Source: an optimization exercise on an open RTL-to-GDS flow (aim: small area, a short achievable clock period and few clock cycles). Production flows keep margins and buffers that such runs may drop. Where RTL was checked, it was by simulation tests only, not by an equivalence proof against the original. Power is estimated from default activity; no workload was simulated.

## v23
Design gfig_rx, start of the top module:
module gfig_rx (
    input  wire         clk,
    input  wire         rst,         
    input  wire         in_valid,
    input  wire [7:0]   in_data,
    input  wire         in_last,
    output wire         in_ready,
    output reg          rep_valid,
    output reg  [2:0]   rep_code,
    output reg  [279:0] rep_data
);
    localparam [7:0] M0 = 8'hB2;
    localparam [7:0] M1 = 8'hA1;
    localparam [7:0] VERSION = 8'h01;
    localparam [2:0] R_UNKNOWN   = 3'd4;
    localparam [2:0] R_MALFORMED = 3'd5;
    localparam [2:0] R_STORM     = 3'd6;
    localparam integer D  = 34;        
    localparam integer TOTMAX = D + 1;   
    localparam integer AW = 6;
    localparam [1:0] P_HUNT = 2'd0;    
    localparam [1:0] P_FRM  = 2'd1;    
    localparam [1:0] P_UNKW = 2'd2;    
    localparam [1:0] P_SKIP = 2'd3;    
    localparam [15:0] CRC_MAGIC = 16'hC0AB;
    function [15:0] crc_byte;
        input [15:0] c;
        input [7:0]  d;
        integer j;
        reg [15:0] r;
        begin
            r = c ^ {d, 8'h00};
            for (j = 0; j < 8; j = j + 1)
                r = r[15] ? ((r << 1) ^ 16'h1021) : (r << 1);
            crc_byte = r;
        end
    endfunction
    reg  rdy;
    assign in_ready = rdy;
    wire iv = in_valid & rdy;      
    wire il = in_last;
    wire [7:0] id = in_data;
    reg [8:0]    fm [0:D-1];           
    reg [AW-1:0] wp, rp;
    reg [AW:0]   tot;                  
    reg [AW:0]   avail;                
    reg [5:1]    a_ge;                 
    reg       hbv;                     
    reg [7:0] hb;
    reg       hf;                      
    reg       h_b2, h_a1, h_known, h_v01, h_him;
    wire [8:0] fo = fm[rp];
    always @(posedge clk) begin
  ...
Size in the first run: ~1,600 cells after synthesis, about 690 flip-flops, roughly 300 I/O pins, about 0.027 mm^2 of cells after synthesis.
Settings: LEC_CHECK=0, ABC_CLOCK_PERIOD_IN_PS=3000, CAP_MARGIN=20, CORE_MARGIN=2, CORE_UTILIZATION=65, CTS_CLUSTER_DIAMETER=80, CTS_CLUSTER_SIZE=26, PLACE_DENSITY=0.75, SLEW_MARGIN=20; clock period 11.0 ns.
standard.sh (not shown) runs the stock make flow with config.mk's settings and CLKGATE_MAP_FILE= SYNTH_SCRIPT=/design/flow/synth_recipe.tcl, a recipe that flattens the netlist after the stock synthesis.
==> flow/flow/run.sh <==
#!/bin/bash
# Layout flow: the standard ORFS flow with these changes:
#  - repair_timing keeps a setup margin, so paths are sized and buffered
#    past the clock period, and may resize cells to other footprints;
#  - ports are buffered with buf_1 cells.
set -e -o pipefail
export SETUP_SLACK_MARGIN=7.45
export BUFFER_PORTS_ARGS="-buffer_cell sky130_fd_sc_hd__buf_1"
bash standard.sh MATCH_CELL_FOOTPRINT=0 finish 2>&1 | tee standard_flow.log
v23 has completed all stages; timing, DRC and antenna checks passed.
### v23 -> v41
--- a/flow/flow/run.sh
+++ b/flow/flow/run.sh
@@ -6,3 +6,3 @@
 set -e -o pipefail
-export SETUP_SLACK_MARGIN=7.45
+export SETUP_SLACK_MARGIN=7.6
 export BUFFER_PORTS_ARGS="-buffer_cell sky130_fd_sc_hd__buf_1"
--- outcome ---
Compared v41 vs v23, and setup slack of the critical path after layout is up in v41. Summary of the comparison: relative contribution of the clock network to total power is lower in v41, relative to v23. The higher total power of v23 and v41 is in v23. Sort v23 and v41 by clock tree cell share of total cell area, descending, and v23 comes first.
For v25, these inputs were changed with respect to v41:
# v41
export LEC_CHECK = 0
export ABC_CLOCK_PERIOD_IN_PS = 3000
export CAP_MARGIN = 20
export CORE_MARGIN = 2
export CORE_UTILIZATION = 65
export CTS_CLUSTER_DIAMETER = 80
export CTS_CLUSTER_SIZE = 26
export PLACE_DENSITY = 0.75
export SLEW_MARGIN = 20
create_clock -name core_clock -period 11.0 [get_ports {clk}]
# v25
export LEC_CHECK = 0
export ABC_CLOCK_PERIOD_IN_PS = 3000
export CAP_MARGIN = 20
export CORE_MARGIN = 2
export CORE_UTILIZATION = 55
export CTS_CLUSTER_DIAMETER = 80
export CTS_CLUSTER_SIZE = 26
export PLACE_DENSITY = 0.65
export SLEW_MARGIN = 20
create_clock -name core_clock -period 11.0 [get_ports {clk}]
[summary]
Compared with v41, in v25 clock-buffer cell count decreased about 16%, overall power consumption picked up an extra about 3%, pre-CTS setup slack went up, number of placed cells counting well taps went up.
### v25 -> v33
# v25
export LEC_CHECK = 0
export ABC_CLOCK_PERIOD_IN_PS = 3000
export CAP_MARGIN = 20
export CORE_MARGIN = 2
export CORE_UTILIZATION = 55
export CTS_CLUSTER_DIAMETER = 80
export CTS_CLUSTER_SIZE = 26
export PLACE_DENSITY = 0.65
export SLEW_MARGIN = 20
create_clock -name core_clock -period 11.0 [get_ports {clk}]
# v33
export LEC_CHECK = 0
export ABC_CLOCK_PERIOD_IN_PS = 3000
export CAP_MARGIN = 20
export CORE_MARGIN = 2
export CORE_UTILIZATION = 65
export CTS_CLUSTER_DIAMETER = 60
export CTS_CLUSTER_SIZE = 22
export PLACE_DENSITY = 0.75
export SLEW_MARGIN = 20
create_clock -name core_clock -period 11.0 [get_ports {clk}]
Notes after the runs:
Comparing v25 and v33, the higher clock transition at the registers of the reported paths is on v25. The flow did not stop early for v33: all stages ran, and the layout cleared the timing, design-rule and antenna checks. Looking at leakage component of the power across both flows, v33 is the weaker of the two, with v25 ahead. Compared with v25, v33 shows length in cells of the worst reg-to-reg path lower by 2. Re total routing resource utilization after global routing: v25 was lower than v33.
Function was not checked in any run of this note: the RTL went through the layout flow alone.

gfig_rx, a different RTL version from the one above (not shown whole).
Size in the first run: about 1,700 cells after synthesis, roughly 300 I/O pins, ~28,000 µm² of cells after synthesis.
export LEC_CHECK = 0
export ABC_CLOCK_PERIOD_IN_PS = 3000
export CAP_MARGIN = 20
export CORE_MARGIN = 2
export CORE_UTILIZATION = 65
export CTS_CLUSTER_DIAMETER = 80
export CTS_CLUSTER_SIZE = 26
export PLACE_DENSITY = 0.75
export SLEW_MARGIN = 20
create_clock -name core_clock -period 11.0 [get_ports {clk}]
==> flow/flow/run.sh <==
#!/bin/bash
# Layout flow: the standard ORFS flow with these changes:
#  - repair_timing keeps a setup margin, so paths are sized and buffered
#    past the clock period, and may resize cells to other footprints;
#  - ports are buffered with buf_1 cells.
set -e -o pipefail
export SETUP_SLACK_MARGIN=8.0
export BUFFER_PORTS_ARGS="-buffer_cell sky130_fd_sc_hd__buf_1"
bash standard.sh MATCH_CELL_FOOTPRINT=0 finish 2>&1 | tee standard_flow.log
The baseline completed with no timing, DRC or antenna violations.
Testbench counts at the start, summed over its fixed seeds: cycles 186,711.
==> next run, changes <==
--- a/flow/flow/run.sh
+++ b/flow/flow/run.sh
@@ -6,3 +6,3 @@
 set -e -o pipefail
-export SETUP_SLACK_MARGIN=8.0
+export SETUP_SLACK_MARGIN=7.6
 export BUFFER_PORTS_ARGS="-buffer_cell sky130_fd_sc_hd__buf_1"
Settings changed: CORE_UTILIZATION 65 to 70, PLACE_DENSITY 0.75 to 0.8.
Effect:
- core utilization grows by 4.2 points
- first-iteration DRC count grows by about 28%
- maximum frequency grows by 0.38%
- total power shrinks by 1.6%
- critical path depth does not change
==> next run, changes <==
==> flow/flow/run.sh (replaced) <==
#!/bin/bash
# Layout flow: the standard ORFS flow with these changes:
#  - repair_timing keeps a setup margin, so paths are sized and buffered
#    past the clock period, and may resize cells to other footprints;
#  - ports are buffered with buf_2 cells.
set -e -o pipefail
export SETUP_SLACK_MARGIN=7.6
export BUFFER_PORTS_ARGS="-buffer_cell sky130_fd_sc_hd__buf_2"
bash standard.sh MATCH_CELL_FOOTPRINT=0 finish 2>&1 | tee standard_flow.log
Settings changed: CORE_UTILIZATION 70 to 65, PLACE_DENSITY 0.8 to 0.75.
Outcome:
- critical path depth does not change
- register-to-register slack improved by 0.05 ns
- maximum frequency hardly moves
- global-route usage falls by 4.0 points
- synthesized cell count stays the same
- die area rises by 7.5%
==> next run, changes <==
==> flow/flow/run.sh (replaced) <==
#!/bin/bash
# Layout flow: the standard ORFS flow with these changes:
#  - repair_timing keeps a setup margin, so paths are sized and buffered
#    past the clock period, and may resize cells to other footprints;
#  - ports are buffered with buf_1 cells.
set -e -o pipefail
export SETUP_SLACK_MARGIN=7.6
export BUFFER_PORTS_ARGS="-buffer_cell sky130_fd_sc_hd__buf_1"
bash standard.sh MATCH_CELL_FOOTPRINT=0 finish 2>&1 | tee standard_flow.log
Settings changed: ABC_CLOCK_PERIOD_IN_PS 3000 to not set.
Effect: Clock power came out higher by a few percent. Routed wire length came out higher by a few percent. Final area came out lower slightly. Maximum frequency hardly moves. Die area is unchanged.
==> next run, changes <==
--- a/flow/flow/run.sh
+++ b/flow/flow/run.sh
@@ -7,2 +7,3 @@
 export SETUP_SLACK_MARGIN=7.6
+export CTS_ARGS="-sink_clustering_enable -repair_clock_nets -sink_clustering_size 26 -sink_clustering_max_diameter 80 -wire_unit 150"
 export BUFFER_PORTS_ARGS="-buffer_cell sky130_fd_sc_hd__buf_1"
Settings changed: ABC_CLOCK_PERIOD_IN_PS set to 3000.
- worst setup slack is worse by 0.11 ns
- non-clock buffer count falls by 4
- die area does not change
- sequential share of layout area falls by 0.60 points
- final area rises by 0.90%
- critical path depth is unchanged
- cell count stays flat
- core utilization rises by 0.65 points
- global-route usage falls by 0.35 points
- wire length rises by 0.62%
- count of clock-buffer cells in the layout rises by 2
==> next run, changes <==
--- a/flow/flow/run.sh
+++ b/flow/flow/run.sh
@@ -7,3 +7,3 @@
 export SETUP_SLACK_MARGIN=7.6
-export CTS_ARGS="-sink_clustering_enable -repair_clock_nets -sink_clustering_size 26 -sink_clustering_max_diameter 80 -wire_unit 150"
+export CTS_BUF_DISTANCE=600
 export BUFFER_PORTS_ARGS="-buffer_cell sky130_fd_sc_hd__buf_1"
The changed run went through all stages and came out clean.
Maximum frequency rises by a few percent.
Critical path depth stays the same.
Synthesized cell count does not change.
Synthesized area is unchanged.
Cell count hardly moves.
Die area is unchanged.
Worst setup slack gets better by 0.11 ns.
Sequential cell count stays the same.

## what the ideal ports hide
No port has a modelled driver above. Below, the same layouts with a new extraction and two added sets of constraints.
Step 1: set_driving_cell puts a clkbuf_16 on clk and a buf_2 on each other input, an assumption about the parent block.
Step 2 adds t to the input delays and takes it off the output delays; t is the mean of the earliest and latest rising clock arrival at the registers after step 1. Input paths then give back, and output paths get back, about the clock's delay inside the block.
Three values: ideal, step 1, step 2; two values: the first two.
run	t, ns	setup WS [ns]	hold WS [ns]	cell pins on the clock port's net
v23	0.636	7.467 / 7.467 / 6.954	0.436 / 0.436 / 0.436	1
v41	0.686	7.528 / 7.468 / 7.008	0.454 / 0.454 / 0.454	1
v25	0.639	7.581 / 7.521 / 7.051	0.413 / 0.413 / 0.413	1
v33	0.647	7.609 / 7.546 / 7.007	0.448 / 0.448 / 0.448	1
the first run of note 2	0.633	7.610 / 7.554 / 7.511	0.441 / 0.441 / 0.441	1
the second run of note 2	0.625	7.623 / 7.566 / 7.271	0.468 / 0.468 / 0.468	1
the third run of note 2	0.621	7.628 / 7.575 / 7.333	0.458 / 0.458 / 0.458	1
the fourth run of note 2	0.644	7.630 / 7.571 / 7.272	0.449 / 0.449 / 0.449	1
the fifth run of note 2	0.708	7.521 / 7.463 / 7.012	0.449 / 0.449 / 0.449	1
the sixth run of note 2	0.644	7.630 / 7.571 / 7.272	0.449 / 0.449 / 0.449	1
After both steps setup and hold are still met in every run listed. The setup slack of v33, which loses most, moves by -0.063 ns with the drivers and by -0.602 ns with both steps.
